From an optimization exercise on the open Yosys and OpenROAD flow, aimed at small area, a short achievable clock period and few clock cycles per item; shortcuts taken in it are not production practice.
No run shown here included a check of the RTL's function; only the layout flow was run.
Power is estimated from default activity; no workload was simulated.

==> flow/design.v (outline; a module is shown in full before it is edited, if it fits) <==
// module nio61_proc: 1362 lines
module nio61_proc (
    input  wire        clk,
    input  wire        rst,
    input  wire        in_valid,
    output wire        in_ready,
    input  wire [7:0]  in_len,
    input  wire [95:0] in_frame,
    output wire        out_valid,
    input  wire        out_ready,
    output wire        out_err,
    output wire [31:0] out_data
);
  // ...
==> flow/run.sh <==
#!/bin/bash
# synth_recipe.tcl (not shown) runs the flow's synth.tcl, then flattens the netlist and writes it again
# the make line also repeats each setting of config.mk as NAME=value (left out here)
make -C /OpenROAD-flow-scripts/flow DESIGN_CONFIG=/design/flow/config.mk WORK_HOME=/design/flow/orfs CLKGATE_MAP_FILE= SYNTH_SCRIPT=/design/flow/synth_recipe.tcl finish
==> flow/config.mk <==
export PLATFORM = sky130hd
export DESIGN_NAME = nio61_proc
export DESIGN_NICKNAME = nio61_proc
export VERILOG_FILES = /design/flow/design.v
export SDC_FILE = /design/flow/constraint.sdc
export NUM_CORES = 4
export LEC_CHECK = 0
export ABC_AREA = 1
export ABC_CLOCK_PERIOD_IN_PS = 3000
export CAP_MARGIN = 20
export CORE_MARGIN = 2
export CORE_UTILIZATION = 40
export PLACE_DENSITY = 0.6
export SETUP_SLACK_MARGIN = 2.5
export SLEW_MARGIN = 20
==> flow/constraint.sdc <==
create_clock -name core_clock -period 6.0 [get_ports {clk}]
set_input_delay 1.2000 -clock core_clock [delete_from_list [all_inputs] [get_ports {clk}]]
set_output_delay 1.2000 -clock core_clock [all_outputs]
set_load 0.01 [all_outputs]
==> impl_metrics.ini, run 1 <==
[outcome]
status = complete, no violations

[die]
die_w_um = 230
core_um2 = 50300
taps = 672

[worst_hold_path]
hold_end = p_q15[5]$_DFFE_PP_

[finish]
n_antenna_cell = 0
final_util_pct = 59.8
bufAreaShareNonClock_pct = 15.6
multi_input_gates = 2054
dominant_cells = multi-input combinational cells
seq_cells = 241
final_cell_mix = 516 x nand2_1, 313 x buf_4, 280 x inv_1

[power]
pwr-share-comb_pct = 77.2
seqPwrFrac_pct = 14.0
seq_cell_power_mw = 2.43
finalPower_mw = 17.4

[sta]
worstMarginPinSlew_ns = 1.04
post-route-period-util_pct = 69.2
hold_violations = 0

[run]
maxCapViolations = 0

[worst_setup_path]
path_max_fanout = 6
crit_start = vm_q1[5]$_DFFE_PP_
r2r-start = vm_q1[5]$_DFFE_PP_
worstSetupPathDepth = 29
crit_type = reg -> reg
crit_end = rem_q4[8]$_DFFE_PP_
critPathLaunchType = flop
r2r-end = rem_q4[8]$_DFFE_PP_

[global_route]
grtUsageMet1_pct = 29.8
grt_util_met3_pct = 2.18

[logic_synthesis]
synth-seq-cells = 241
synth_fa_ha_area_share_pct = 0.0612
synth_top_cell_area_share_pct = 34.5
synth-seq-area-share_pct = 35.1

[route]
vias = 20200
drt_iter0_drc = 1464
highest_layer = met4

[clocking]
cts_num_sinks = 241

[place]
post-dp-hpwl_mm = 46.2
==> run 2: changes to the inputs <==
--- a/flow/design.v
+++ b/flow/design.v
@@ -19,47 +19,53 @@
     wire [15:0] f_vmax   = in_frame[39:24];
     wire [7:0]  f_digits = in_frame[23:16];
     wire [15:0] f_cksum  = in_frame[15:0];
-    wire [15:0] syn;
-    assign syn[0] = 1'b1 ^ f_cksum[0] ^ in_frame[16] ^ in_frame[20] ^ in_frame[24] ^ in_frame[27] ^ in_frame[28] ^ in_frame[35] ^ in_frame[36] ^ in_frame[38] ^ in_frame[42] ^ in_frame[43] ^ in_frame[44] ^ in_frame[48] ^ in_frame[49] ^ in_frame[51] ^ in_frame[58] ^ in_frame[64] ^ in_frame[65] ^ in_frame[67] ^ in_frame[68] ^ in_frame[71] ^ in_frame[72] ^ in_frame[74] ^ in_frame[79] ^ in_frame[80] ^ in_frame[81] ^ in_frame[82] ^ in_frame[83] ^ in_frame[86] ^ in_frame[88] ^ in_frame[90] ^ in_frame[91] ^ in_frame[93];
-    assign syn[1] = 1'b0 ^ f_cksum[1] ^ in_frame[17] ^ in_frame[21] ^ in_frame[25] ^ in_frame[28] ^ in_frame[29] ^ in_frame[36] ^ in_frame[37] ^ in_frame[39] ^ in_frame[43] ^ in_frame[44] ^ in_frame[45] ^ in_frame[49] ^ in_frame[50] ^ in_frame[52] ^ in_frame[59] ^ in_frame[65] ^ in_frame[66] ^ in_frame[68] ^ in_frame[69] ^ in_frame[72] ^ in_frame[73] ^ in_frame[75] ^ in_frame[80] ^ in_frame[81] ^ in_frame[82] ^ in_frame[83] ^ in_frame[84] ^ in_frame[87] ^ in_frame[89] ^ in_frame[91] ^ in_frame[92] ^ in_frame[94];
-    assign syn[2] = 1'b0 ^ f_cksum[2] ^ in_frame[18] ^ in_frame[22] ^ in_frame[26] ^ in_frame[29] ^ in_frame[30] ^ in_frame[37] ^ in_frame[38] ^ in_frame[40] ^ in_frame[44] ^ in_frame[45] ^ in_frame[46] ^ in_frame[50] ^ in_frame[51] ^ in_frame[53] ^ in_frame[60] ^ in_frame[66] ^ in_frame[67] ^ in_frame[69] ^ in_frame[70] ^ in_frame[73] ^ in_frame[74] ^ in_frame[76] ^ in_frame[81] ^ in_frame[82] ^ in_frame[83] ^ in_frame[84] ^ in_frame[85] ^ in_frame[88] ^ in_frame[90] ^ in_frame[92] ^ in_frame[93] ^ in_frame[95];
-    assign syn[3] = 1'b1 ^ f_cksum[3] ^ in_frame[19] ^ in_frame[23] ^ in_frame[27] ^ in_frame[30] ^ in_frame[31] ^ in_frame[38] ^ in_frame[39] ^ in_frame[41] ^ in_frame[45] ^ in_frame[46] ^ in_frame[47] ^ in_frame[51] ^ in_frame[52] ^ in_frame[54] ^ in_frame[61] ^ in_frame[67] ^ in_frame[68] ^ in_frame[70] ^ in_frame[71] ^ in_frame[74] ^ in_frame[75] ^ in_frame[77] ^ in_frame[82] ^ in_frame[83] ^ in_frame[84] ^ in_frame[85] ^ in_frame[86] ^ in_frame[89] ^ in_frame[91] ^ in_frame[93] ^ in_frame[94];
-    assign syn[4] = 1'b1 ^ f_cksum[4] ^ in_frame[20] ^ in_frame[24] ^ in_frame[28] ^ in_frame[31] ^ in_frame[32] ^ in_frame[39] ^ in_frame[40] ^ in_frame[42] ^ in_frame[46] ^ in_frame[47] ^ in_frame[48] ^ in_frame[52] ^ in_frame[53] ^ in_frame[55] ^ in_frame[62] ^ in_frame[68] ^ in_frame[69] ^ in_frame[71] ^ in_frame[72] ^ in_frame[75] ^ in_frame[76] ^ in_frame[78] ^ in_frame[83] ^ in_frame[84] ^ in_frame[85] ^ in_frame[86] ^ in_frame[87] ^ in_frame[90] ^ in_frame[92] ^ in_frame[94] ^ in_frame[95];
-    assign syn[5] = 1'b1 ^ f_cksum[5] ^ in_frame[16] ^ in_frame[20] ^ in_frame[21] ^ in_frame[24] ^ in_frame[25] ^ in_frame[27] ^ in_frame[28] ^ in_frame[29] ^ in_frame[32] ^ in_frame[33] ^ in_frame[35] ^ in_frame[36] ^ in_frame[38] ^ in_frame[40] ^ in_frame[41] ^ in_frame[42] ^ in_frame[44] ^ in_frame[47] ^ in_frame[51] ^ in_frame[53] ^ in_frame[54] ^ in_frame[56] ^ in_frame[58] ^ in_frame[63] ^ in_frame[64] ^ in_frame[65] ^ in_frame[67] ^ in_frame[68] ^ in_frame[69] ^ in_frame[70] ^ in_frame[71] ^ in_frame[73] ^ in_frame[74] ^ in_frame[76] ^ in_frame[77] ^ in_frame[80] ^ in_frame[81] ^ in_frame[82] ^ in_frame[83] ^ in_frame[84] ^ in_frame[85] ^ in_frame[87] ^ in_frame[90] ^ in_frame[95];
-    assign syn[6] = 1'b0 ^ f_cksum[6] ^ in_frame[17] ^ in_frame[21] ^ in_frame[22] ^ in_frame[25] ^ in_frame[26] ^ in_frame[28] ^ in_frame[29] ^ in_frame[30] ^ in_frame[33] ^ in_frame[34] ^ in_frame[36] ^ in_frame[37] ^ in_frame[39] ^ in_frame[41] ^ in_frame[42] ^ in_frame[43] ^ in_frame[45] ^ in_frame[48] ^ in_frame[52] ^ in_frame[54] ^ in_frame[55] ^ in_frame[57] ^ in_frame[59] ^ in_frame[64] ^ in_frame[65] ^ in_frame[66] ^ in_frame[68] ^ in_frame[69] ^ in_frame[70] ^ in_frame[71] ^ in_frame[72] ^ in_frame[74] ^ in_frame[75] ^ in_frame[77] ^ in_frame[78] ^ in_frame[81] ^ in_frame[82] ^ in_frame[83] ^ in_frame[84] ^ in_frame[85] ^ in_frame[86] ^ in_frame[88] ^ in_frame[91];
-    assign syn[7] = 1'b0 ^ f_cksum[7] ^ in_frame[18] ^ in_frame[22] ^ in_frame[23] ^ in_frame[26] ^ in_frame[27] ^ in_frame[29] ^ in_frame[30] ^ in_frame[31] ^ in_frame[34] ^ in_frame[35] ^ in_frame[37] ^ in_frame[38] ^ in_frame[40] ^ in_frame[42] ^ in_frame[43] ^ in_frame[44] ^ in_frame[46] ^ in_frame[49] ^ in_frame[53] ^ in_frame[55] ^ in_frame[56] ^ in_frame[58] ^ in_frame[60] ^ in_frame[65] ^ in_frame[66] ^ in_frame[67] ^ in_frame[69] ^ in_frame[70] ^ in_frame[71] ^ in_frame[72] ^ in_frame[73] ^ in_frame[75] ^ in_frame[76] ^ in_frame[78] ^ in_frame[79] ^ in_frame[82] ^ in_frame[83] ^ in_frame[84] ^ in_frame[85] ^ in_frame[86] ^ in_frame[87] ^ in_frame[89] ^ in_frame[92];
-    assign syn[8] = 1'b1 ^ f_cksum[8] ^ in_frame[19] ^ in_frame[23] ^ in_frame[24] ^ in_frame[27] ^ in_frame[28] ^ in_frame[30] ^ in_frame[31] ^ in_frame[32] ^ in_frame[35] ^ in_frame[36] ^ in_frame[38] ^ in_frame[39] ^ in_frame[41] ^ in_frame[43] ^ in_frame[44] ^ in_frame[45] ^ in_frame[47] ^ in_frame[50] ^ in_frame[54] ^ in_frame[56] ^ in_frame[57] ^ in_frame[59] ^ in_frame[61] ^ in_frame[66] ^ in_frame[67] ^ in_frame[68] ^ in_frame[70] ^ in_frame[71] ^ in_frame[72] ^ in_frame[73] ^ in_frame[74] ^ in_frame[76] ^ in_frame[77] ^ in_frame[79] ^ in_frame[80] ^ in_frame[83] ^ in_frame[84] ^ in_frame[85] ^ in_frame[86] ^ in_frame[87] ^ in_frame[88] ^ in_frame[90] ^ in_frame[93];
-    assign syn[9] = 1'b0 ^ f_cksum[9] ^ in_frame[20] ^ in_frame[24] ^ in_frame[25] ^ in_frame[28] ^ in_frame[29] ^ in_frame[31] ^ in_frame[32] ^ in_frame[33] ^ in_frame[36] ^ in_frame[37] ^ in_frame[39] ^ in_frame[40] ^ in_frame[42] ^ in_frame[44] ^ in_frame[45] ^ in_frame[46] ^ in_frame[48] ^ in_frame[51] ^ in_frame[55] ^ in_frame[57] ^ in_frame[58] ^ in_frame[60] ^ in_frame[62] ^ in_frame[67] ^ in_frame[68] ^ in_frame[69] ^ in_frame[71] ^ in_frame[72] ^ in_frame[73] ^ in_frame[74] ^ in_frame[75] ^ in_frame[77] ^ in_frame[78] ^ in_frame[80] ^ in_frame[81] ^ in_frame[84] ^ in_frame[85] ^ in_frame[86] ^ in_frame[87] ^ in_frame[88] ^ in_frame[89] ^ in_frame[91] ^ in_frame[94];
-    assign syn[10] = 1'b0 ^ f_cksum[10] ^ in_frame[21] ^ in_frame[25] ^ in_frame[26] ^ in_frame[29] ^ in_frame[30] ^ in_frame[32] ^ in_frame[33] ^ in_frame[34] ^ in_frame[37] ^ in_frame[38] ^ in_frame[40] ^ in_frame[41] ^ in_frame[43] ^ in_frame[45] ^ in_frame[46] ^ in_frame[47] ^ in_frame[49] ^ in_frame[52] ^ in_frame[56] ^ in_frame[58] ^ in_frame[59] ^ in_frame[61] ^ in_frame[63] ^ in_frame[68] ^ in_frame[69] ^ in_frame[70] ^ in_frame[72] ^ in_frame[73] ^ in_frame[74] ^ in_frame[75] ^ in_frame[76] ^ in_frame[78] ^ in_frame[79] ^ in_frame[81] ^ in_frame[82] ^ in_frame[85] ^ in_frame[86] ^ in_frame[87] ^ in_frame[88] ^ in_frame[89] ^ in_frame[90] ^ in_frame[92] ^ in_frame[95];
-    assign syn[11] = 1'b0 ^ f_cksum[11] ^ in_frame[22] ^ in_frame[26] ^ in_frame[27] ^ in_frame[30] ^ in_frame[31] ^ in_frame[33] ^ in_frame[34] ^ in_frame[35] ^ in_frame[38] ^ in_frame[39] ^ in_frame[41] ^ in_frame[42] ^ in_frame[44] ^ in_frame[46] ^ in_frame[47] ^ in_frame[48] ^ in_frame[50] ^ in_frame[53] ^ in_frame[57] ^ in_frame[59] ^ in_frame[60] ^ in_frame[62] ^ in_frame[64] ^ in_frame[69] ^ in_frame[70] ^ in_frame[71] ^ in_frame[73] ^ in_frame[74] ^ in_frame[75] ^ in_frame[76] ^ in_frame[77] ^ in_frame[79] ^ in_frame[80] ^ in_frame[82] ^ in_frame[83] ^ in_frame[86] ^ in_frame[87] ^ in_frame[88] ^ in_frame[89] ^ in_frame[90] ^ in_frame[91] ^ in_frame[93];
-    assign syn[12] = 1'b0 ^ f_cksum[12] ^ in_frame[16] ^ in_frame[20] ^ in_frame[23] ^ in_frame[24] ^ in_frame[31] ^ in_frame[32] ^ in_frame[34] ^ in_frame[38] ^ in_frame[39] ^ in_frame[40] ^ in_frame[44] ^ in_frame[45] ^ in_frame[47] ^ in_frame[54] ^ in_frame[60] ^ in_frame[61] ^ in_frame[63] ^ in_frame[64] ^ in_frame[67] ^ in_frame[68] ^ in_frame[70] ^ in_frame[75] ^ in_frame[76] ^ in_frame[77] ^ in_frame[78] ^ in_frame[79] ^ in_frame[82] ^ in_frame[84] ^ in_frame[86] ^ in_frame[87] ^ in_frame[89] ^ in_frame[92] ^ in_frame[93] ^ in_frame[94];
-    assign syn[13] = 1'b1 ^ f_cksum[13] ^ in_frame[17] ^ in_frame[21] ^ in_frame[24] ^ in_frame[25] ^ in_frame[32] ^ in_frame[33] ^ in_frame[35] ^ in_frame[39] ^ in_frame[40] ^ in_frame[41] ^ in_frame[45] ^ in_frame[46] ^ in_frame[48] ^ in_frame[55] ^ in_frame[61] ^ in_frame[62] ^ in_frame[64] ^ in_frame[65] ^ in_frame[68] ^ in_frame[69] ^ in_frame[71] ^ in_frame[76] ^ in_frame[77] ^ in_frame[78] ^ in_frame[79] ^ in_frame[80] ^ in_frame[83] ^ in_frame[85] ^ in_frame[87] ^ in_frame[88] ^ in_frame[90] ^ in_frame[93] ^ in_frame[94] ^ in_frame[95];
-    assign syn[14] = 1'b1 ^ f_cksum[14] ^ in_frame[18] ^ in_frame[22] ^ in_frame[25] ^ in_frame[26] ^ in_frame[33] ^ in_frame[34] ^ in_frame[36] ^ in_frame[40] ^ in_frame[41] ^ in_frame[42] ^ in_frame[46] ^ in_frame[47] ^ in_frame[49] ^ in_frame[56] ^ in_frame[62] ^ in_frame[63] ^ in_frame[65] ^ in_frame[66] ^ in_frame[69] ^ in_frame[70] ^ in_frame[72] ^ in_frame[77] ^ in_frame[78] ^ in_frame[79] ^ in_frame[80] ^ in_frame[81] ^ in_frame[84] ^ in_frame[86] ^ in_frame[88] ^ in_frame[89] ^ in_frame[91] ^ in_frame[94] ^ in_frame[95];
-    assign syn[15] = 1'b1 ^ f_cksum[15] ^ in_frame[19] ^ in_frame[23] ^ in_frame[26] ^ in_frame[27] ^ in_frame[34] ^ in_frame[35] ^ in_frame[37] ^ in_frame[41] ^ in_frame[42] ^ in_frame[43] ^ in_frame[47] ^ in_frame[48] ^ in_frame[50] ^ in_frame[57] ^ in_frame[63] ^ in_frame[64] ^ in_frame[66] ^ in_frame[67] ^ in_frame[70] ^ in_frame[71] ^ in_frame[73] ^ in_frame[78] ^ in_frame[79] ^ in_frame[80] ^ in_frame[81] ^ in_frame[82] ^ in_frame[85] ^ in_frame[87] ^ in_frame[89] ^ in_frame[90] ^ in_frame[92] ^ in_frame[95];
+    wire crc_mod_bad;
+    nio61_crc u_crc (.frame(in_frame), .bad(crc_mod_bad));
     wire len_bad = (in_len != 8'd12);
-    wire crc_bad = |syn;
+    wire crc_bad = crc_mod_bad;
     wire par_bad = (f_digits[7:4] != 4'd0) || (f_digits[3:0] == 4'd0) || (f_vmax == 16'd0) ||
                    (f_d0[7:3] != 5'd0) || (f_d1[7:3] != 5'd0) || (f_d2[7:3] != 5'd0);
-    wire err_i = len_bad || crc_bad || par_bad;
-    wire [8:0] low9_i = len_bad ? 9'd2 : crc_bad ? 9'd3 : par_bad ? 9'd4 :
+    wire cb_i = crc_bad && !len_bad;
+    wire err_i = len_bad || par_bad;
+    wire [8:0] low9_i = len_bad ? 9'd2 : par_bad ? 9'd4 :
                         {f_d0[2:0], f_d1[2:0], f_d2[2:0]};
     wire mz_i = (f_value == 16'd0);
     wire sgn_i = f_value[15] && !err_i;
     wire [3:0] dd_i = (err_i || mz_i) ? 4'd0 : f_digits[3:0];   
-    wire [15:0] mag_i = f_value[15] ? (~f_value + 16'd1) : f_value;
+    wire [15:0] lo_any;    
+    assign lo_any[0] = 1'b0;
+    assign lo_any[1] = |f_value[0:0];
+    assign lo_any[2] = |f_value[1:0];
+    assign lo_any[3] = |f_value[2:0];
+    assign lo_any[4] = |f_value[3:0];
+    assign lo_any[5] = |f_value[4:0];
+    assign lo_any[6] = |f_value[5:0];
+    assign lo_any[7] = |f_value[6:0];
+    assign lo_any[8] = |f_value[7:0];
+    assign lo_any[9] = |f_value[8:0];
+    assign lo_any[10] = |f_value[9:0];
+    assign lo_any[11] = |f_value[10:0];
+    assign lo_any[12] = |f_value[11:0];
+    assign lo_any[13] = |f_value[12:0];
+    assign lo_any[14] = |f_value[13:0];
+    assign lo_any[15] = |f_value[14:0];
+    wire [15:0] mag_i = f_value ^ ({16{f_value[15]}} & lo_any);
     wire       v_0;
     wire       err_0;
     wire [8:0] low9_0;
     wire       sgn_0;
+    wire       cb_0;
     wire [3:0] dd_0;
     wire [15:0] rem_0;
     wire [15:0] vm_0;
+    assign cb_0 = cb_i;
     assign v_0 = in_valid;  assign err_0 = err_i;  assign low9_0 = low9_i;  assign sgn_0 = sgn_i;
     assign dd_0 = dd_i;  assign rem_0 = mag_i;  assign vm_0 = f_vmax;
     wire       v_c1;
     wire       err_c1;
     wire [8:0] low9_c1;
     wire       sgn_c1;
+    wire       cb_c1;
     wire [3:0] dd_c1;
     wire [15:0] rem_c1;
     wire [14:0] vm_c1;
@@ -68,6 +74,7 @@
     wire       err_c2;
     wire [8:0] low9_c2;
     wire       sgn_c2;
+    wire       cb_c2;
     wire [3:0] dd_c2;
     wire [14:0] rem_c2;
     wire [13:0] vm_c2;
@@ -77,6 +84,7 @@
     wire       err_c3;
     wire [8:0] low9_c3;
     wire       sgn_c3;
+    wire       cb_c3;
     wire [3:0] dd_c3;
     wire [13:0] rem_c3;
     wire [12:0] vm_c3;
@@ -86,6 +94,7 @@
     wire       err_c4;
     wire [8:0] low9_c4;
     wire       sgn_c4;
+    wire       cb_c4;
     wire [3:0] dd_c4;
     wire [12:0] rem_c4;
     wire [11:0] vm_c4;
@@ -95,6 +104,7 @@
     wire       err_c5;
     wire [8:0] low9_c5;
     wire       sgn_c5;
+    wire       cb_c5;
     wire [3:0] dd_c5;
     wire [11:0] rem_c5;
     wire [10:0] vm_c5;
@@ -104,6 +114,7 @@
     wire       err_c6;
     wire [8:0] low9_c6;
     wire       sgn_c6;
+    wire       cb_c6;
     wire [3:0] dd_c6;
     wire [10:0] rem_c6;
     wire [9:0] vm_c6;
@@ -113,6 +124,7 @@
     wire       err_c7;
     wire [8:0] low9_c7;
     wire       sgn_c7;
+    wire       cb_c7;
     wire [3:0] dd_c7;
     wire [9:0] rem_c7;
     wire [8:0] vm_c7;
@@ -122,6 +134,7 @@
     wire       err_c8;
     wire [8:0] low9_c8;
     wire       sgn_c8;
+    wire       cb_c8;
     wire [3:0] dd_c8;
     wire [8:0] rem_c8;
     wire [7:0] vm_c8;
@@ -131,6 +144,7 @@
     wire       err_c9;
     wire [8:0] low9_c9;
     wire       sgn_c9;
+    wire       cb_c9;
     wire [3:0] dd_c9;
     wire [7:0] rem_c9;
     wire [6:0] vm_c9;
@@ -140,6 +154,7 @@
     wire       err_c10;
     wire [8:0] low9_c10;
     wire       sgn_c10;
+    wire       cb_c10;
     wire [3:0] dd_c10;
     wire [6:0] rem_c10;
     wire [5:0] vm_c10;
@@ -149,6 +164,7 @@
     wire       err_c11;
     wire [8:0] low9_c11;
     wire       sgn_c11;
+    wire       cb_c11;
     wire [3:0] dd_c11;
     wire [5:0] rem_c11;
     wire [4:0] vm_c11;
@@ -158,6 +174,7 @@
     wire       err_c12;
     wire [8:0] low9_c12;
     wire       sgn_c12;
+    wire       cb_c12;
     wire [3:0] dd_c12;
     wire [4:0] rem_c12;
     wire [3:0] vm_c12;
@@ -167,6 +184,7 @@
     wire       err_c13;
     wire [8:0] low9_c13;
     wire       sgn_c13;
+    wire       cb_c13;
     wire [3:0] dd_c13;
     wire [3:0] rem_c13;
     wire [2:0] vm_c13;
@@ -176,6 +194,7 @@
     wire       err_c14;
     wire [8:0] low9_c14;
     wire       sgn_c14;
+    wire       cb_c14;
     wire [3:0] dd_c14;
     wire [2:0] rem_c14;
     wire [1:0] vm_c14;
@@ -185,11 +204,13 @@
     wire       err_c15;
     wire [8:0] low9_c15;
     wire       sgn_c15;
+    wire       cb_c15;
     wire [14:0] p_c15;
     wire v_q0;
     wire err_q0;
     wire [8:0] low9_q0;
     wire sgn_q0;
+    wire cb_q0;
     wire [3:0] dd_q0;
     wire [15:0] rem_q0;
     wire [15:0] vm_q0;
@@ -197,6 +218,7 @@
     reg  err_q1;
     reg  [8:0] low9_q1;
     reg  sgn_q1;
+    reg  cb_q1;
     reg  [3:0] dd_q1;
     reg  [15:0] rem_q1;
     reg  [14:0] vm_q1;
@@ -205,42 +227,47 @@
     wire err_q2;
     wire [8:0] low9_q2;
     wire sgn_q2;
+    wire cb_q2;
     wire [3:0] dd_q2;
     wire [14:0] rem_q2;
     wire [13:0] vm_q2;
     wire sat_q2;
     wire [1:0] p_q2;
-    wire v_q3;
-    wire err_q3;
-    wire [8:0] low9_q3;
-    wire sgn_q3;
-    wire [3:0] dd_q3;
-    wire [13:0] rem_q3;
-    wire [12:0] vm_q3;
-    wire sat_q3;
-    wire [2:0] p_q3;
-    reg  v_q4;
-    reg  err_q4;
-    reg  [8:0] low9_q4;
-    reg  sgn_q4;
-    reg  [3:0] dd_q4;
-    reg  [12:0] rem_q4;
-    reg  [11:0] vm_q4;
-    reg  sat_q4;
-    reg  [3:0] p_q4;
-    wire v_q5;
-    wire err_q5;
-    wire [8:0] low9_q5;
-    wire sgn_q5;
-    wire [3:0] dd_q5;
-    wire [11:0] rem_q5;
-    wire [10:0] vm_q5;
-    wire sat_q5;
-    wire [4:0] p_q5;
+    reg  v_q3;
+    reg  err_q3;
+    reg  [8:0] low9_q3;
+    reg  sgn_q3;
+    reg  cb_q3;
+    reg  [3:0] dd_q3;
+    reg  [13:0] rem_q3;
+    reg  [12:0] vm_q3;
+    reg  sat_q3;
+    reg  [2:0] p_q3;
+    wire v_q4;
+    wire err_q4;
+    wire [8:0] low9_q4;
+    wire sgn_q4;
+    wire cb_q4;
+    wire [3:0] dd_q4;
+    wire [12:0] rem_q4;
+    wire [11:0] vm_q4;
+    wire sat_q4;
+    wire [3:0] p_q4;
+    reg  v_q5;
+    reg  err_q5;
+    reg  [8:0] low9_q5;
+    reg  sgn_q5;
+    reg  cb_q5;
+    reg  [3:0] dd_q5;
+    reg  [11:0] rem_q5;
+    reg  [10:0] vm_q5;
+    reg  sat_q5;
+    reg  [4:0] p_q5;
     wire v_q6;
     wire err_q6;
     wire [8:0] low9_q6;
     wire sgn_q6;
+    wire cb_q6;
     wire [3:0] dd_q6;
     wire [10:0] rem_q6;
     wire [9:0] vm_q6;
@@ -250,6 +277,7 @@
     reg  err_q7;
     reg  [8:0] low9_q7;
     reg  sgn_q7;
+    reg  cb_q7;
     reg  [3:0] dd_q7;
     reg  [9:0] rem_q7;
     reg  [8:0] vm_q7;
@@ -259,42 +287,47 @@
     wire err_q8;
     wire [8:0] low9_q8;
     wire sgn_q8;
+    wire cb_q8;
     wire [3:0] dd_q8;
     wire [8:0] rem_q8;
     wire [7:0] vm_q8;
     wire sat_q8;
     wire [7:0] p_q8;
-    wire v_q9;
-    wire err_q9;
-    wire [8:0] low9_q9;
-    wire sgn_q9;
-    wire [3:0] dd_q9;
-    wire [7:0] rem_q9;
-    wire [6:0] vm_q9;
-    wire sat_q9;
-    wire [8:0] p_q9;
-    reg  v_q10;
-    reg  err_q10;
-    reg  [8:0] low9_q10;
-    reg  sgn_q10;
-    reg  [3:0] dd_q10;
-    reg  [6:0] rem_q10;
-    reg  [5:0] vm_q10;
-    reg  sat_q10;
-    reg  [9:0] p_q10;
-    wire v_q11;
-    wire err_q11;
-    wire [8:0] low9_q11;
-    wire sgn_q11;
-    wire [3:0] dd_q11;
-    wire [5:0] rem_q11;
-    wire [4:0] vm_q11;
-    wire sat_q11;
-    wire [10:0] p_q11;
+    reg  v_q9;
+    reg  err_q9;
+    reg  [8:0] low9_q9;
+    reg  sgn_q9;
+    reg  cb_q9;
+    reg  [3:0] dd_q9;
+    reg  [7:0] rem_q9;
+    reg  [6:0] vm_q9;
+    reg  sat_q9;
+    reg  [8:0] p_q9;
+    wire v_q10;
+    wire err_q10;
+    wire [8:0] low9_q10;
+    wire sgn_q10;
+    wire cb_q10;
+    wire [3:0] dd_q10;
+    wire [6:0] rem_q10;
+    wire [5:0] vm_q10;
+    wire sat_q10;
+    wire [9:0] p_q10;
+    reg  v_q11;
+    reg  err_q11;
+    reg  [8:0] low9_q11;
+    reg  sgn_q11;
+    reg  cb_q11;
+    reg  [3:0] dd_q11;
+    reg  [5:0] rem_q11;
+    reg  [4:0] vm_q11;
+    reg  sat_q11;
+    reg  [10:0] p_q11;
     wire v_q12;
     wire err_q12;
     wire [8:0] low9_q12;
     wire sgn_q12;
+    wire cb_q12;
     wire [3:0] dd_q12;
     wire [4:0] rem_q12;
     wire [3:0] vm_q12;
@@ -304,25 +337,28 @@
     reg  err_q13;
     reg  [8:0] low9_q13;
     reg  sgn_q13;
+    reg  cb_q13;
     reg  [3:0] dd_q13;
     reg  [3:0] rem_q13;
     reg  [2:0] vm_q13;
     reg  sat_q13;
     reg  [12:0] p_q13;
-    wire v_q14;
-    wire err_q14;
-    wire [8:0] low9_q14;
-    wire sgn_q14;
-    wire [3:0] dd_q14;
-    wire [2:0] rem_q14;
-    wire [1:0] vm_q14;
-    wire sat_q14;
-    wire [13:0] p_q14;
-    reg  v_q15;
-    reg  err_q15;
-    reg  [8:0] low9_q15;
-    reg  sgn_q15;
-    reg  [14:0] p_q15;
+    reg  v_q14;
+    reg  err_q14;
+    reg  [8:0] low9_q14;
+    reg  sgn_q14;
+    reg  cb_q14;
+    reg  [3:0] dd_q14;
+    reg  [2:0] rem_q14;
+    reg  [1:0] vm_q14;
+    reg  sat_q14;
+    reg  [13:0] p_q14;
+    wire v_q15;
+    wire err_q15;
+    wire [8:0] low9_q15;
+    wire sgn_q15;
+    wire cb_q15;
+    wire [14:0] p_q15;
     wire g0_0_0 = !rem_q0[0] && vm_q0[0];  wire p0_0_0 = !rem_q0[0] || vm_q0[0];
     wire g0_1_0 = !rem_q0[1] && vm_q0[1];  wire p0_1_0 = !rem_q0[1] || vm_q0[1];
     wire g0_2_0 = !rem_q0[2] && vm_q0[2];  wire p0_2_0 = !rem_q0[2] || vm_q0[2];
@@ -412,6 +448,7 @@
     assign err_c1 = err_q0;
     assign low9_c1 = low9_q0;
     assign sgn_c1 = sgn_q0;
+    assign cb_c1 = cb_q0;
     assign p_c1 = pk_0;
     assign dd_c1 = dd_q0;
     assign rem_c1 = rem_q0[15:0] ^ ({16{bit_0}} & t_0[15:0]);
@@ -504,6 +541,7 @@
     assign err_c2 = err_q1;
     assign low9_c2 = low9_q1;
     assign sgn_c2 = sgn_q1;
+    assign cb_c2 = cb_q1;
     assign p_c2 = {p_q1, pk_1};
     assign dd_c2 = dd_q1;
     assign rem_c2 = rem_q1[14:0] ^ ({15{bit_1}} & t_1[14:0]);
@@ -590,6 +628,7 @@
     assign err_c3 = err_q2;
     assign low9_c3 = low9_q2;
     assign sgn_c3 = sgn_q2;
+    assign cb_c3 = cb_q2;
     assign p_c3 = {p_q2, pk_2};
     assign dd_c3 = dd_q2;
     assign rem_c3 = rem_q2[13:0] ^ ({14{bit_2}} & t_2[13:0]);
@@ -670,6 +709,7 @@
     assign err_c4 = err_q3;
     assign low9_c4 = low9_q3;
     assign sgn_c4 = sgn_q3;
+    assign cb_c4 = cb_q3;
     assign p_c4 = {p_q3, pk_3};
     assign dd_c4 = dd_q3;
     assign rem_c4 = rem_q3[12:0] ^ ({13{bit_3}} & t_3[12:0]);
@@ -744,6 +784,7 @@
     assign err_c5 = err_q4;
     assign low9_c5 = low9_q4;
     assign sgn_c5 = sgn_q4;
+    assign cb_c5 = cb_q4;
     assign p_c5 = {p_q4, pk_4};
     assign dd_c5 = dd_q4;
     assign rem_c5 = rem_q4[11:0] ^ ({12{bit_4}} & t_4[11:0]);
@@ -813,6 +854,7 @@
     assign err_c6 = err_q5;
     assign low9_c6 = low9_q5;
     assign sgn_c6 = sgn_q5;
+    assign cb_c6 = cb_q5;
     assign p_c6 = {p_q5, pk_5};
     assign dd_c6 = dd_q5;
     assign rem_c6 = rem_q5[10:0] ^ ({11{bit_5}} & t_5[10:0]);
@@ -876,6 +918,7 @@
     assign err_c7 = err_q6;
     assign low9_c7 = low9_q6;
     assign sgn_c7 = sgn_q6;
+    assign cb_c7 = cb_q6;
     assign p_c7 = {p_q6, pk_6};
     assign dd_c7 = dd_q6;
     assign rem_c7 = rem_q6[9:0] ^ ({10{bit_6}} & t_6[9:0]);
@@ -934,6 +977,7 @@
     assign err_c8 = err_q7;
     assign low9_c8 = low9_q7;
     assign sgn_c8 = sgn_q7;
+    assign cb_c8 = cb_q7;
     assign p_c8 = {p_q7, pk_7};
     assign dd_c8 = dd_q7;
     assign rem_c8 = rem_q7[8:0] ^ ({9{bit_7}} & t_7[8:0]);
@@ -987,6 +1031,7 @@
     assign err_c9 = err_q8;
     assign low9_c9 = low9_q8;
     assign sgn_c9 = sgn_q8;
+    assign cb_c9 = cb_q8;
     assign p_c9 = {p_q8, pk_8};
     assign dd_c9 = dd_q8;
     assign rem_c9 = rem_q8[7:0] ^ ({8{bit_8}} & t_8[7:0]);
@@ -1036,6 +1081,7 @@
     assign err_c10 = err_q9;
     assign low9_c10 = low9_q9;
     assign sgn_c10 = sgn_q9;
+    assign cb_c10 = cb_q9;
     assign p_c10 = {p_q9, pk_9};
     assign dd_c10 = dd_q9;
     assign rem_c10 = rem_q9[6:0] ^ ({7{bit_9}} & t_9[6:0]);
@@ -1079,6 +1125,7 @@
     assign err_c11 = err_q10;
     assign low9_c11 = low9_q10;
     assign sgn_c11 = sgn_q10;
+    assign cb_c11 = cb_q10;
     assign p_c11 = {p_q10, pk_10};
     assign dd_c11 = dd_q10;
     assign rem_c11 = rem_q10[5:0] ^ ({6{bit_10}} & t_10[5:0]);
@@ -1117,6 +1164,7 @@
     assign err_c12 = err_q11;
     assign low9_c12 = low9_q11;
     assign sgn_c12 = sgn_q11;
+    assign cb_c12 = cb_q11;
     assign p_c12 = {p_q11, pk_11};
     assign dd_c12 = dd_q11;
     assign rem_c12 = rem_q11[4:0] ^ ({5{bit_11}} & t_11[4:0]);
@@ -1150,6 +1198,7 @@
     assign err_c13 = err_q12;
     assign low9_c13 = low9_q12;
     assign sgn_c13 = sgn_q12;
+    assign cb_c13 = cb_q12;
     assign p_c13 = {p_q12, pk_12};
     assign dd_c13 = dd_q12;
     assign rem_c13 = rem_q12[3:0] ^ ({4{bit_12}} & t_12[3:0]);
@@ -1179,6 +1228,7 @@
     assign err_c14 = err_q13;
     assign low9_c14 = low9_q13;
     assign sgn_c14 = sgn_q13;
+    assign cb_c14 = cb_q13;
     assign p_c14 = {p_q13, pk_13};
     assign dd_c14 = dd_q13;
     assign rem_c14 = rem_q13[2:0] ^ ({3{bit_13}} & t_13[2:0]);
@@ -1203,11 +1253,13 @@
     assign err_c15 = err_q14;
     assign low9_c15 = low9_q14;
     assign sgn_c15 = sgn_q14;
+    assign cb_c15 = cb_q14;
     assign p_c15 = {p_q14, pk_14};
     assign v_q0 = v_0;
     assign err_q0 = err_0;
     assign low9_q0 = low9_0;
     assign sgn_q0 = sgn_0;
+    assign cb_q0 = cb_0;
     assign dd_q0 = dd_0;
     assign rem_q0 = rem_0;
     assign vm_q0 = vm_0;
@@ -1215,33 +1267,27 @@
     assign err_q2 = err_c2;
     assign low9_q2 = low9_c2;
     assign sgn_q2 = sgn_c2;
+    assign cb_q2 = cb_c2;
     assign dd_q2 = dd_c2;
     assign rem_q2 = rem_c2;
     assign vm_q2 = vm_c2;
     assign sat_q2 = sat_c2;
     assign p_q2 = p_c2;
-    assign v_q3 = v_c3;
-    assign err_q3 = err_c3;
-    assign low9_q3 = low9_c3;
-    assign sgn_q3 = sgn_c3;
-    assign dd_q3 = dd_c3;
-    assign rem_q3 = rem_c3;
-    assign vm_q3 = vm_c3;
-    assign sat_q3 = sat_c3;
-    assign p_q3 = p_c3;
-    assign v_q5 = v_c5;
-    assign err_q5 = err_c5;
-    assign low9_q5 = low9_c5;
-    assign sgn_q5 = sgn_c5;
-    assign dd_q5 = dd_c5;
-    assign rem_q5 = rem_c5;
-    assign vm_q5 = vm_c5;
-    assign sat_q5 = sat_c5;
-    assign p_q5 = p_c5;
+    assign v_q4 = v_c4;
+    assign err_q4 = err_c4;
+    assign low9_q4 = low9_c4;
+    assign sgn_q4 = sgn_c4;
+    assign cb_q4 = cb_c4;
+    assign dd_q4 = dd_c4;
+    assign rem_q4 = rem_c4;
+    assign vm_q4 = vm_c4;
+    assign sat_q4 = sat_c4;
+    assign p_q4 = p_c4;
     assign v_q6 = v_c6;
     assign err_q6 = err_c6;
     assign low9_q6 = low9_c6;
     assign sgn_q6 = sgn_c6;
+    assign cb_q6 = cb_c6;
     assign dd_q6 = dd_c6;
     assign rem_q6 = rem_c6;
     assign vm_q6 = vm_c6;
@@ -1251,112 +1297,187 @@
     assign err_q8 = err_c8;
     assign low9_q8 = low9_c8;
     assign sgn_q8 = sgn_c8;
+    assign cb_q8 = cb_c8;
     assign dd_q8 = dd_c8;
     assign rem_q8 = rem_c8;
     assign vm_q8 = vm_c8;
     assign sat_q8 = sat_c8;
     assign p_q8 = p_c8;
-    assign v_q9 = v_c9;
-    assign err_q9 = err_c9;
-    assign low9_q9 = low9_c9;
-    assign sgn_q9 = sgn_c9;
-    assign dd_q9 = dd_c9;
-    assign rem_q9 = rem_c9;
-    assign vm_q9 = vm_c9;
-    assign sat_q9 = sat_c9;
-    assign p_q9 = p_c9;
-    assign v_q11 = v_c11;
-    assign err_q11 = err_c11;
-    assign low9_q11 = low9_c11;
-    assign sgn_q11 = sgn_c11;
-    assign dd_q11 = dd_c11;
-    assign rem_q11 = rem_c11;
-    assign vm_q11 = vm_c11;
-    assign sat_q11 = sat_c11;
-    assign p_q11 = p_c11;
+    assign v_q10 = v_c10;
+    assign err_q10 = err_c10;
+    assign low9_q10 = low9_c10;
+    assign sgn_q10 = sgn_c10;
+    assign cb_q10 = cb_c10;
+    assign dd_q10 = dd_c10;
+    assign rem_q10 = rem_c10;
+    assign vm_q10 = vm_c10;
+    assign sat_q10 = sat_c10;
+    assign p_q10 = p_c10;
     assign v_q12 = v_c12;
     assign err_q12 = err_c12;
     assign low9_q12 = low9_c12;
     assign sgn_q12 = sgn_c12;
+    assign cb_q12 = cb_c12;
     assign dd_q12 = dd_c12;
     assign rem_q12 = rem_c12;
     assign vm_q12 = vm_c12;
     assign sat_q12 = sat_c12;
     assign p_q12 = p_c12;
-    assign v_q14 = v_c14;
-    assign err_q14 = err_c14;
-    assign low9_q14 = low9_c14;
-    assign sgn_q14 = sgn_c14;
-    assign dd_q14 = dd_c14;
-    assign rem_q14 = rem_c14;
-    assign vm_q14 = vm_c14;
-    assign sat_q14 = sat_c14;
-    assign p_q14 = p_c14;
+    assign v_q15 = v_c15;
+    assign err_q15 = err_c15;
+    assign low9_q15 = low9_c15;
+    assign sgn_q15 = sgn_c15;
+    assign cb_q15 = cb_c15;
+    assign p_q15 = p_c15;
     always @(posedge clk) begin
         if (rst) begin
             v_q1 <= 1'b0;
-            v_q4 <= 1'b0;
+            v_q3 <= 1'b0;
+            v_q5 <= 1'b0;
             v_q7 <= 1'b0;
-            v_q10 <= 1'b0;
+            v_q9 <= 1'b0;
+            v_q11 <= 1'b0;
             v_q13 <= 1'b0;
-            v_q15 <= 1'b0;
+            v_q14 <= 1'b0;
         end else if (en) begin
             v_q1 <= v_c1;
-            v_q4 <= v_c4;
+            v_q3 <= v_c3;
+            v_q5 <= v_c5;
             v_q7 <= v_c7;
-            v_q10 <= v_c10;
+            v_q9 <= v_c9;
+            v_q11 <= v_c11;
             v_q13 <= v_c13;
-            v_q15 <= v_c15;
+            v_q14 <= v_c14;
         end
     end
     always @(posedge clk) begin
-        if (en) begin
+        if (en && v_c1) begin
             err_q1 <= err_c1;
             low9_q1 <= low9_c1;
             sgn_q1 <= sgn_c1;
+            cb_q1 <= cb_c1;
             dd_q1 <= dd_c1;
             rem_q1 <= rem_c1;
             vm_q1 <= vm_c1;
             p_q1 <= p_c1;
-            err_q4 <= err_c4;
-            low9_q4 <= low9_c4;
-            sgn_q4 <= sgn_c4;
-            dd_q4 <= dd_c4;
-            rem_q4 <= rem_c4;
-            vm_q4 <= vm_c4;
-            sat_q4 <= sat_c4;
-            p_q4 <= p_c4;
+        end
+    end
+    always @(posedge clk) begin
+        if (en && v_c3) begin
+            err_q3 <= err_c3;
+            low9_q3 <= low9_c3;
+            sgn_q3 <= sgn_c3;
+            cb_q3 <= cb_c3;
+            dd_q3 <= dd_c3;
+            rem_q3 <= rem_c3;
+            vm_q3 <= vm_c3;
+            sat_q3 <= sat_c3;
+            p_q3 <= p_c3;
+        end
+    end
+    always @(posedge clk) begin
+        if (en && v_c5) begin
+            err_q5 <= err_c5;
+            low9_q5 <= low9_c5;
+            sgn_q5 <= sgn_c5;
+            cb_q5 <= cb_c5;
+            dd_q5 <= dd_c5;
+            rem_q5 <= rem_c5;
+            vm_q5 <= vm_c5;
+            sat_q5 <= sat_c5;
+            p_q5 <= p_c5;
+        end
+    end
+    always @(posedge clk) begin
+        if (en && v_c7) begin
             err_q7 <= err_c7;
             low9_q7 <= low9_c7;
             sgn_q7 <= sgn_c7;
+            cb_q7 <= cb_c7;
             dd_q7 <= dd_c7;
             rem_q7 <= rem_c7;
             vm_q7 <= vm_c7;
             sat_q7 <= sat_c7;
             p_q7 <= p_c7;
-            err_q10 <= err_c10;
-            low9_q10 <= low9_c10;
-            sgn_q10 <= sgn_c10;
-            dd_q10 <= dd_c10;
-            rem_q10 <= rem_c10;
-            vm_q10 <= vm_c10;
-            sat_q10 <= sat_c10;
-            p_q10 <= p_c10;
+        end
+    end
+    always @(posedge clk) begin
+        if (en && v_c9) begin
+            err_q9 <= err_c9;
+            low9_q9 <= low9_c9;
+            sgn_q9 <= sgn_c9;
+            cb_q9 <= cb_c9;
+            dd_q9 <= dd_c9;
+            rem_q9 <= rem_c9;
+            vm_q9 <= vm_c9;
+            sat_q9 <= sat_c9;
+            p_q9 <= p_c9;
+        end
+    end
+    always @(posedge clk) begin
+        if (en && v_c11) begin
+            err_q11 <= err_c11;
+            low9_q11 <= low9_c11;
+            sgn_q11 <= sgn_c11;
+            cb_q11 <= cb_c11;
+            dd_q11 <= dd_c11;
+            rem_q11 <= rem_c11;
+            vm_q11 <= vm_c11;
+            sat_q11 <= sat_c11;
+            p_q11 <= p_c11;
+        end
+    end
+    always @(posedge clk) begin
+        if (en && v_c13) begin
             err_q13 <= err_c13;
             low9_q13 <= low9_c13;
             sgn_q13 <= sgn_c13;
+            cb_q13 <= cb_c13;
             dd_q13 <= dd_c13;
             rem_q13 <= rem_c13;
             vm_q13 <= vm_c13;
             sat_q13 <= sat_c13;
             p_q13 <= p_c13;
-            err_q15 <= err_c15;
-            low9_q15 <= low9_c15;
-            sgn_q15 <= sgn_c15;
-            p_q15 <= p_c15;
+        end
+    end
+    always @(posedge clk) begin
+        if (en && v_c14) begin
+            err_q14 <= err_c14;
+            low9_q14 <= low9_c14;
+            sgn_q14 <= sgn_c14;
+            cb_q14 <= cb_c14;
+            dd_q14 <= dd_c14;
+            rem_q14 <= rem_c14;
+            vm_q14 <= vm_c14;
+            sat_q14 <= sat_c14;
+            p_q14 <= p_c14;
         end
     end
     assign out_valid = v_q15;
-    assign out_err   = err_q15;
-    assign out_data  = {!err_q15, 2'b00, sgn_q15, p_q15, 4'd0, low9_q15};
+    assign out_err   = err_q15 || cb_q15;
+    assign out_data  = {!out_err, 2'b00, sgn_q15 && !cb_q15, p_q15 & {15{!cb_q15}}, 4'd0,
+                        cb_q15 ? 9'd3 : low9_q15};
+endmodule
+module nio61_crc (
+    input  wire [95:0] frame,
+    output wire        bad
+);
+    wire [15:0] syn;
+    assign syn[0] = 1'b1 ^ frame[0] ^ frame[16] ^ frame[20] ^ frame[24] ^ frame[27] ^ frame[28] ^ frame[35] ^ frame[36] ^ frame[38] ^ frame[42] ^ frame[43] ^ frame[44] ^ frame[48] ^ frame[49] ^ frame[51] ^ frame[58] ^ frame[64] ^ frame[65] ^ frame[67] ^ frame[68] ^ frame[71] ^ frame[72] ^ frame[74] ^ frame[79] ^ frame[80] ^ frame[81] ^ frame[82] ^ frame[83] ^ frame[86] ^ frame[88] ^ frame[90] ^ frame[91] ^ frame[93];
+    assign syn[1] = 1'b0 ^ frame[1] ^ frame[17] ^ frame[21] ^ frame[25] ^ frame[28] ^ frame[29] ^ frame[36] ^ frame[37] ^ frame[39] ^ frame[43] ^ frame[44] ^ frame[45] ^ frame[49] ^ frame[50] ^ frame[52] ^ frame[59] ^ frame[65] ^ frame[66] ^ frame[68] ^ frame[69] ^ frame[72] ^ frame[73] ^ frame[75] ^ frame[80] ^ frame[81] ^ frame[82] ^ frame[83] ^ frame[84] ^ frame[87] ^ frame[89] ^ frame[91] ^ frame[92] ^ frame[94];
+    assign syn[2] = 1'b0 ^ frame[2] ^ frame[18] ^ frame[22] ^ frame[26] ^ frame[29] ^ frame[30] ^ frame[37] ^ frame[38] ^ frame[40] ^ frame[44] ^ frame[45] ^ frame[46] ^ frame[50] ^ frame[51] ^ frame[53] ^ frame[60] ^ frame[66] ^ frame[67] ^ frame[69] ^ frame[70] ^ frame[73] ^ frame[74] ^ frame[76] ^ frame[81] ^ frame[82] ^ frame[83] ^ frame[84] ^ frame[85] ^ frame[88] ^ frame[90] ^ frame[92] ^ frame[93] ^ frame[95];
+    assign syn[3] = 1'b1 ^ frame[3] ^ frame[19] ^ frame[23] ^ frame[27] ^ frame[30] ^ frame[31] ^ frame[38] ^ frame[39] ^ frame[41] ^ frame[45] ^ frame[46] ^ frame[47] ^ frame[51] ^ frame[52] ^ frame[54] ^ frame[61] ^ frame[67] ^ frame[68] ^ frame[70] ^ frame[71] ^ frame[74] ^ frame[75] ^ frame[77] ^ frame[82] ^ frame[83] ^ frame[84] ^ frame[85] ^ frame[86] ^ frame[89] ^ frame[91] ^ frame[93] ^ frame[94];
+    assign syn[4] = 1'b1 ^ frame[4] ^ frame[20] ^ frame[24] ^ frame[28] ^ frame[31] ^ frame[32] ^ frame[39] ^ frame[40] ^ frame[42] ^ frame[46] ^ frame[47] ^ frame[48] ^ frame[52] ^ frame[53] ^ frame[55] ^ frame[62] ^ frame[68] ^ frame[69] ^ frame[71] ^ frame[72] ^ frame[75] ^ frame[76] ^ frame[78] ^ frame[83] ^ frame[84] ^ frame[85] ^ frame[86] ^ frame[87] ^ frame[90] ^ frame[92] ^ frame[94] ^ frame[95];
+    assign syn[5] = 1'b1 ^ frame[5] ^ frame[16] ^ frame[20] ^ frame[21] ^ frame[24] ^ frame[25] ^ frame[27] ^ frame[28] ^ frame[29] ^ frame[32] ^ frame[33] ^ frame[35] ^ frame[36] ^ frame[38] ^ frame[40] ^ frame[41] ^ frame[42] ^ frame[44] ^ frame[47] ^ frame[51] ^ frame[53] ^ frame[54] ^ frame[56] ^ frame[58] ^ frame[63] ^ frame[64] ^ frame[65] ^ frame[67] ^ frame[68] ^ frame[69] ^ frame[70] ^ frame[71] ^ frame[73] ^ frame[74] ^ frame[76] ^ frame[77] ^ frame[80] ^ frame[81] ^ frame[82] ^ frame[83] ^ frame[84] ^ frame[85] ^ frame[87] ^ frame[90] ^ frame[95];
+    assign syn[6] = 1'b0 ^ frame[6] ^ frame[17] ^ frame[21] ^ frame[22] ^ frame[25] ^ frame[26] ^ frame[28] ^ frame[29] ^ frame[30] ^ frame[33] ^ frame[34] ^ frame[36] ^ frame[37] ^ frame[39] ^ frame[41] ^ frame[42] ^ frame[43] ^ frame[45] ^ frame[48] ^ frame[52] ^ frame[54] ^ frame[55] ^ frame[57] ^ frame[59] ^ frame[64] ^ frame[65] ^ frame[66] ^ frame[68] ^ frame[69] ^ frame[70] ^ frame[71] ^ frame[72] ^ frame[74] ^ frame[75] ^ frame[77] ^ frame[78] ^ frame[81] ^ frame[82] ^ frame[83] ^ frame[84] ^ frame[85] ^ frame[86] ^ frame[88] ^ frame[91];
+    assign syn[7] = 1'b0 ^ frame[7] ^ frame[18] ^ frame[22] ^ frame[23] ^ frame[26] ^ frame[27] ^ frame[29] ^ frame[30] ^ frame[31] ^ frame[34] ^ frame[35] ^ frame[37] ^ frame[38] ^ frame[40] ^ frame[42] ^ frame[43] ^ frame[44] ^ frame[46] ^ frame[49] ^ frame[53] ^ frame[55] ^ frame[56] ^ frame[58] ^ frame[60] ^ frame[65] ^ frame[66] ^ frame[67] ^ frame[69] ^ frame[70] ^ frame[71] ^ frame[72] ^ frame[73] ^ frame[75] ^ frame[76] ^ frame[78] ^ frame[79] ^ frame[82] ^ frame[83] ^ frame[84] ^ frame[85] ^ frame[86] ^ frame[87] ^ frame[89] ^ frame[92];
+    assign syn[8] = 1'b1 ^ frame[8] ^ frame[19] ^ frame[23] ^ frame[24] ^ frame[27] ^ frame[28] ^ frame[30] ^ frame[31] ^ frame[32] ^ frame[35] ^ frame[36] ^ frame[38] ^ frame[39] ^ frame[41] ^ frame[43] ^ frame[44] ^ frame[45] ^ frame[47] ^ frame[50] ^ frame[54] ^ frame[56] ^ frame[57] ^ frame[59] ^ frame[61] ^ frame[66] ^ frame[67] ^ frame[68] ^ frame[70] ^ frame[71] ^ frame[72] ^ frame[73] ^ frame[74] ^ frame[76] ^ frame[77] ^ frame[79] ^ frame[80] ^ frame[83] ^ frame[84] ^ frame[85] ^ frame[86] ^ frame[87] ^ frame[88] ^ frame[90] ^ frame[93];
+    assign syn[9] = 1'b0 ^ frame[9] ^ frame[20] ^ frame[24] ^ frame[25] ^ frame[28] ^ frame[29] ^ frame[31] ^ frame[32] ^ frame[33] ^ frame[36] ^ frame[37] ^ frame[39] ^ frame[40] ^ frame[42] ^ frame[44] ^ frame[45] ^ frame[46] ^ frame[48] ^ frame[51] ^ frame[55] ^ frame[57] ^ frame[58] ^ frame[60] ^ frame[62] ^ frame[67] ^ frame[68] ^ frame[69] ^ frame[71] ^ frame[72] ^ frame[73] ^ frame[74] ^ frame[75] ^ frame[77] ^ frame[78] ^ frame[80] ^ frame[81] ^ frame[84] ^ frame[85] ^ frame[86] ^ frame[87] ^ frame[88] ^ frame[89] ^ frame[91] ^ frame[94];
+    assign syn[10] = 1'b0 ^ frame[10] ^ frame[21] ^ frame[25] ^ frame[26] ^ frame[29] ^ frame[30] ^ frame[32] ^ frame[33] ^ frame[34] ^ frame[37] ^ frame[38] ^ frame[40] ^ frame[41] ^ frame[43] ^ frame[45] ^ frame[46] ^ frame[47] ^ frame[49] ^ frame[52] ^ frame[56] ^ frame[58] ^ frame[59] ^ frame[61] ^ frame[63] ^ frame[68] ^ frame[69] ^ frame[70] ^ frame[72] ^ frame[73] ^ frame[74] ^ frame[75] ^ frame[76] ^ frame[78] ^ frame[79] ^ frame[81] ^ frame[82] ^ frame[85] ^ frame[86] ^ frame[87] ^ frame[88] ^ frame[89] ^ frame[90] ^ frame[92] ^ frame[95];
+    assign syn[11] = 1'b0 ^ frame[11] ^ frame[22] ^ frame[26] ^ frame[27] ^ frame[30] ^ frame[31] ^ frame[33] ^ frame[34] ^ frame[35] ^ frame[38] ^ frame[39] ^ frame[41] ^ frame[42] ^ frame[44] ^ frame[46] ^ frame[47] ^ frame[48] ^ frame[50] ^ frame[53] ^ frame[57] ^ frame[59] ^ frame[60] ^ frame[62] ^ frame[64] ^ frame[69] ^ frame[70] ^ frame[71] ^ frame[73] ^ frame[74] ^ frame[75] ^ frame[76] ^ frame[77] ^ frame[79] ^ frame[80] ^ frame[82] ^ frame[83] ^ frame[86] ^ frame[87] ^ frame[88] ^ frame[89] ^ frame[90] ^ frame[91] ^ frame[93];
+    assign syn[12] = 1'b0 ^ frame[12] ^ frame[16] ^ frame[20] ^ frame[23] ^ frame[24] ^ frame[31] ^ frame[32] ^ frame[34] ^ frame[38] ^ frame[39] ^ frame[40] ^ frame[44] ^ frame[45] ^ frame[47] ^ frame[54] ^ frame[60] ^ frame[61] ^ frame[63] ^ frame[64] ^ frame[67] ^ frame[68] ^ frame[70] ^ frame[75] ^ frame[76] ^ frame[77] ^ frame[78] ^ frame[79] ^ frame[82] ^ frame[84] ^ frame[86] ^ frame[87] ^ frame[89] ^ frame[92] ^ frame[93] ^ frame[94];
+    assign syn[13] = 1'b1 ^ frame[13] ^ frame[17] ^ frame[21] ^ frame[24] ^ frame[25] ^ frame[32] ^ frame[33] ^ frame[35] ^ frame[39] ^ frame[40] ^ frame[41] ^ frame[45] ^ frame[46] ^ frame[48] ^ frame[55] ^ frame[61] ^ frame[62] ^ frame[64] ^ frame[65] ^ frame[68] ^ frame[69] ^ frame[71] ^ frame[76] ^ frame[77] ^ frame[78] ^ frame[79] ^ frame[80] ^ frame[83] ^ frame[85] ^ frame[87] ^ frame[88] ^ frame[90] ^ frame[93] ^ frame[94] ^ frame[95];
+    assign syn[14] = 1'b1 ^ frame[14] ^ frame[18] ^ frame[22] ^ frame[25] ^ frame[26] ^ frame[33] ^ frame[34] ^ frame[36] ^ frame[40] ^ frame[41] ^ frame[42] ^ frame[46] ^ frame[47] ^ frame[49] ^ frame[56] ^ frame[62] ^ frame[63] ^ frame[65] ^ frame[66] ^ frame[69] ^ frame[70] ^ frame[72] ^ frame[77] ^ frame[78] ^ frame[79] ^ frame[80] ^ frame[81] ^ frame[84] ^ frame[86] ^ frame[88] ^ frame[89] ^ frame[91] ^ frame[94] ^ frame[95];
+    assign syn[15] = 1'b1 ^ frame[15] ^ frame[19] ^ frame[23] ^ frame[26] ^ frame[27] ^ frame[34] ^ frame[35] ^ frame[37] ^ frame[41] ^ frame[42] ^ frame[43] ^ frame[47] ^ frame[48] ^ frame[50] ^ frame[57] ^ frame[63] ^ frame[64] ^ frame[66] ^ frame[67] ^ frame[70] ^ frame[71] ^ frame[73] ^ frame[78] ^ frame[79] ^ frame[80] ^ frame[81] ^ frame[82] ^ frame[85] ^ frame[87] ^ frame[89] ^ frame[90] ^ frame[92] ^ frame[95];
+    assign bad = |syn;
 endmodule
==> flow/flow/run.sh (new file) <==
#!/bin/bash
# Layout: the standard flow (standard.sh) with two changes:
#  - synthesis maps the checksum module with ABC's speed script (synth_mixed.tcl);
#  - the port buffers are sky130_fd_sc_hd__buf_2 cells.
set -euo pipefail
W=$PWD
bash standard.sh SYNTH_SCRIPT=$W/flow/synth_mixed.tcl SYNTH_HIERARCHICAL=1 \
  SYNTH_KEEP_MODULES=nio61_crc \
  "BUFFER_PORTS_ARGS=-buffer_cell sky130_fd_sc_hd__buf_2" finish > $W/flow.log 2>&1
==> flow/flow/synth_mixed.tcl (new file) <==
# The standard synthesis (synth_recipe.tcl), except that the checksum module
# nio61_crc, which is kept as its own module until the end, is mapped with
# ABC's speed script (it maps XOR trees to XOR cells) while the rest uses the
# script the flow settings select.  Registers are untouched: they are all in
# the top module and are mapped exactly as in the standard synthesis.
proc synth {args} { yosys synth -nofsm -noshare {*}$args }
proc abc {args} {
  set i [lsearch -exact $args -script]
  set speed [lreplace $args [expr {$i + 1}] [expr {$i + 1}] $::env(SCRIPTS_DIR)/abc_speed.script]
  yosys abc {*}$args nio61_proc
  yosys abc {*}$speed nio61_crc
}
source $::env(SCRIPTS_DIR)/synth.tcl
# left out here: clear keep_hierarchy, flatten, clean up, hide names made inside functions, write 1_2_yosys.v
==> flow/standard.sh (new file) <==
#!/bin/bash
# synth_recipe.tcl (not shown) runs the flow's synth.tcl, then flattens the netlist and writes it again
# the make line also repeats each setting of config.mk as NAME=value (left out here)
make -C /OpenROAD-flow-scripts/flow DESIGN_CONFIG=/design/flow/config.mk WORK_HOME=/design/flow/orfs CLKGATE_MAP_FILE= SYNTH_SCRIPT=/design/flow/synth_recipe.tcl "${@:-finish}"
--- a/flow/config.mk
+++ b/flow/config.mk
@@ -6,10 +6,9 @@
 export NUM_CORES = 4
 export LEC_CHECK = 0
 export ABC_AREA = 1
-export ABC_CLOCK_PERIOD_IN_PS = 3000
+export ABC_CLOCK_PERIOD_IN_PS = 3700
 export CAP_MARGIN = 20
 export CORE_MARGIN = 2
 export CORE_UTILIZATION = 40
 export PLACE_DENSITY = 0.6
-export SETUP_SLACK_MARGIN = 2.5
 export SLEW_MARGIN = 20
removed: flow/run.sh
==> impl_metrics.ini, run 2 <==
[global_route]
antenna_found_initial = 0
grt_usage_pct = 18.8
grt_max_degree = 49
grt_pass1_wl_mm = 85.0
grt_remaining_overflow = 0
grt_pass1_vias = 16000

[worst_setup_path]
worst_path_largest_cell_delay_ns = 0.86
arrival_ns = 4.28
crit_path_frequent_cell = nand2_1
crit_type = reg -> reg
path_max_fanout = 21
rrSetupSlack_ns = 2.01
critPathLaunchType = flop
required_ns = 6.29
endpoint_kind = flop
crit_chain = inv_2 -> nand2_1 -> nand2_1 -> nor2_1 -> a21oi_1 -> nand2_2 -> o21ai_0 -> nand3_1 -> nand2_1 -> nand2_2 -> nor2_8 -> a21oi_4 -> nor2_4 -> inv_1 -> o21bai_1 -> nand2_1
cpMaxStageDelayCell = a21oi_1

[sta]
slew_headroom_pct = 27.5
tns_ns = 0
slew_viol_final = 0
worstMarginPinSlew_ns = 1.09
layout_min_cycle_time_ns = 3.99
post-route-period-util_pct = 66.5
timing.hold.ws_ns = 0.396
grt_setup_unrepaired = no
skew_ns = 0.0215
hold_violations = 0
setup_viol = 0
fmax_ghz = 0.251

[power]
powerDensity_nw_per_um2 = 320
p_leak_nw = 11.2
peakVddDrop_v = 0.000177

[logic_synthesis]
synth_top_cell_area_share_pct = 45.1
synth_warnings = 7
ys.flop_type = edfxtp_1
avgSynthCellArea_um2 = 8.81
synth_edf_count = 336
syn_area_um2 = 22400
async_reset_ff_share_pct = 0
synth_top_area_cell = edfxtp_1
netlist_top_cells_count = 680 x nand2_1, 336 x edfxtp_1, 316 x inv_1
post-synth-top-count-cell = nand2_1
synth.area.top_cells = edfxtp_1 45%, nand2_1 11%, xnor2_1 8.1%
syn_inst = 2540
synth-seq-area-share_pct = 45.8
synth_cell_types = 69
synth-seq-cells = 344

[finish]
final_cell_mix = 680 x nand2_1, 336 x edfxtp_1, 314 x inv_1
area_delta_synth_final_pct = 12.3
largest_reg_flops = 16
drive_gt1_share_pct = 12.9
n_antenna_cell = 0
largest_register = rem_q1
final_util_pct = 45.5
mostFrequentLayoutCell = nand2_1
nets = 2805
stdcell_count = 3473
final_cell_area_um2 = 25100
biggestRegsByFlops = rem_q1: 16 flops, vm_q1: 15 flops

[route]
wl_mm = 54.7
antenna_left = 0
vias = 17000
drc = 0
viasPerCell = 4.89
firstDrtPassIters = 5
drt_iter0_drc = 891
drt-wirelength-per-cell_um = 15.7

[place]
placed_area_um2 = 23800
place.gp.congestion = 0.928
post-dp-hpwl_mm = 43.7
dp_cells = 3404
io_buffer_count = 136

[worst_hold_path]
hp-class = reg -> reg

[outcome]
status = complete, no violations

[die]
fp.dieArea_um2 = 57900
num_io_pins = 143
die_w_um = 241
start_util_pct = 40.6
rows = 86
core_um2 = 55200
fp.dieH_um = 241

[clocking]
post-cts-setup-buffers = 0
cts_made_buffers = 39
cts_hold_buf = 0
ctsResizeCount = 0
insertion_delay_ns = 0.55
htreeDepth = 2
cts_buffer_depth = 3
cts-root-buf = clkbuf_16
cts_tree = built
path_clk_slew_ns = 0.06
cts_num_sinks = 344

[run]
maxCapViolations = 0
-- run 2: cell count changes after synthesis, sizes merged, moves of 9 or more --
| cell | delta |
|---|---|
| xor2 | -148 |
| edfxtp | +101 |
| nand2 | -77 |
| clkbuf | -48 |
| xnor2 | -48 |
| nor2 | +35 |
| xnor3 | +30 |
| a21oi | -21 |
| nand4 | +15 |
| or2 | -12 |
| nand3 | -9 |
-- run 2: path summary, 6_finish.rpt --
| kind | from | end | cells after the start |
|---|---|---|---|
| hold / removal | sgn_q3$_DFFE_PP_ | sgn_q5$_DFFE_PP_ | 0 |
| setup / recovery | vm_q1[13]$_DFFE_PP_ | rem_q3[12]$_DFFE_PP_ | 16 |
| hold reg to reg | sgn_q3$_DFFE_PP_ | sgn_q5$_DFFE_PP_ | 0 |
| setup reg to reg | vm_q1[13]$_DFFE_PP_ | rem_q3[12]$_DFFE_PP_ | 16 |
-- run 2: kinds of logic after synthesis --
family | synth area share, %
AOI/OAI and AO/OA | 4.65
xor gates and xnor gates | 17.2
adders and majority gates | 0.0894
buffers and inverters | 6.79
DFF | 45.8
muxes | 0.0447
other | 0.0168
and+or+nand+nor | 25.4
-- run 2: cell type report --
type                            instances  area (µm²)
Clock buffer                           43         991
Clock inverter                         26         293
Fill cell                            5224       30100
Inverter                              344        1290
Multi-Input combinational cell       1826       10600
Sequential cell                       344       10200
Tap cell                              748         936
Timing Repair Buffer                  142         726
-- run 2: metrics by stage --
| step | setup WS (ns) | total power [mW] |
|---|---|---|
| CTS | 2.02 | 8.12 |
| floorplan | 2.29 | 5.16 |
| detailed placement | 1.52 | 5.73 |
| global route | 1.64 | 8.53 |
| global placement | 1.75 | 5.70 |
| finish | 2.01 | 8.04 |
-- run 2: worst max-delay path, delay by kind of cell, from the launching register on --
family,cells,cell delay [ns]
simple gates,10,1.62
flops,1,0.50
compound gates,4,1.38
buf+inv,2,0.25
-- run 2: layer usage --
metal | up-vias | part of all wire [%] | GRT usage [%]
met1 | 7856 | 45 | 24.7
met3 | 100 | 4.6 | 2.56
met4 | 0 | 3.1 | 6.40
met5 | - | 0 | 0
li1 | 8639 | - | -
met2 | 398 | 48 | 32.1
-- run 2: report_power, final --
| group | leakage (nW) | total, mW | switching (mW) | internal [mW] |
|---|---|---|---|---|
| logic | 7.44 | 2.84 | 1.66 | 1.18 |
| registers | 3.16 | 2.85 | 0.0727 | 2.78 |
| clock network | 0.620 | 2.35 | 0.937 | 1.41 |
| total | 11.2 | 8.04 | 2.67 | 5.38 |
-- run 2: modules after synthesis, one instance, submodules excluded --
module      area [µm²]  cells inside  copies in the design
nio61_proc       19300          2243                     1
nio61_crc         3050           297                     1

## re-timing with driven ports
In the flow no input, the clock included, has a driving cell. The finished layouts below were timed again as built, in two steps. Step 1 assumes that a clkbuf_16 drives the clock port and a buf_2 every other input. Step 2 moves the port delays by t, midway between the first and last clock arrival at a register: inputs arrive t later, outputs are due t later. That takes back most of the time a late clock gives input paths. Slacks: no drivers / after step 1 / after step 2; pairs: no drivers / after step 1.
run | t, ns | slack for setup (ns) | worst hold slack (ns) | worst register clock-pin slew, ns | worst slew at a driven data input, ns
run 1 | 0.601 | 1.848 / 1.848 / 1.542 | 0.413 / 0.413 / 0.413 | 0.06 / 0.06 | 0.06
run 2 | 0.596 | 2.009 / 2.009 / 1.505 | 0.396 / 0.396 / 0.396 | 0.06 / 0.06 | 0.05
After both steps every run listed still meets setup and hold. The setup slack of run 2, which loses most, moves by 0.000 ns with the drivers and by -0.504 ns with both steps.
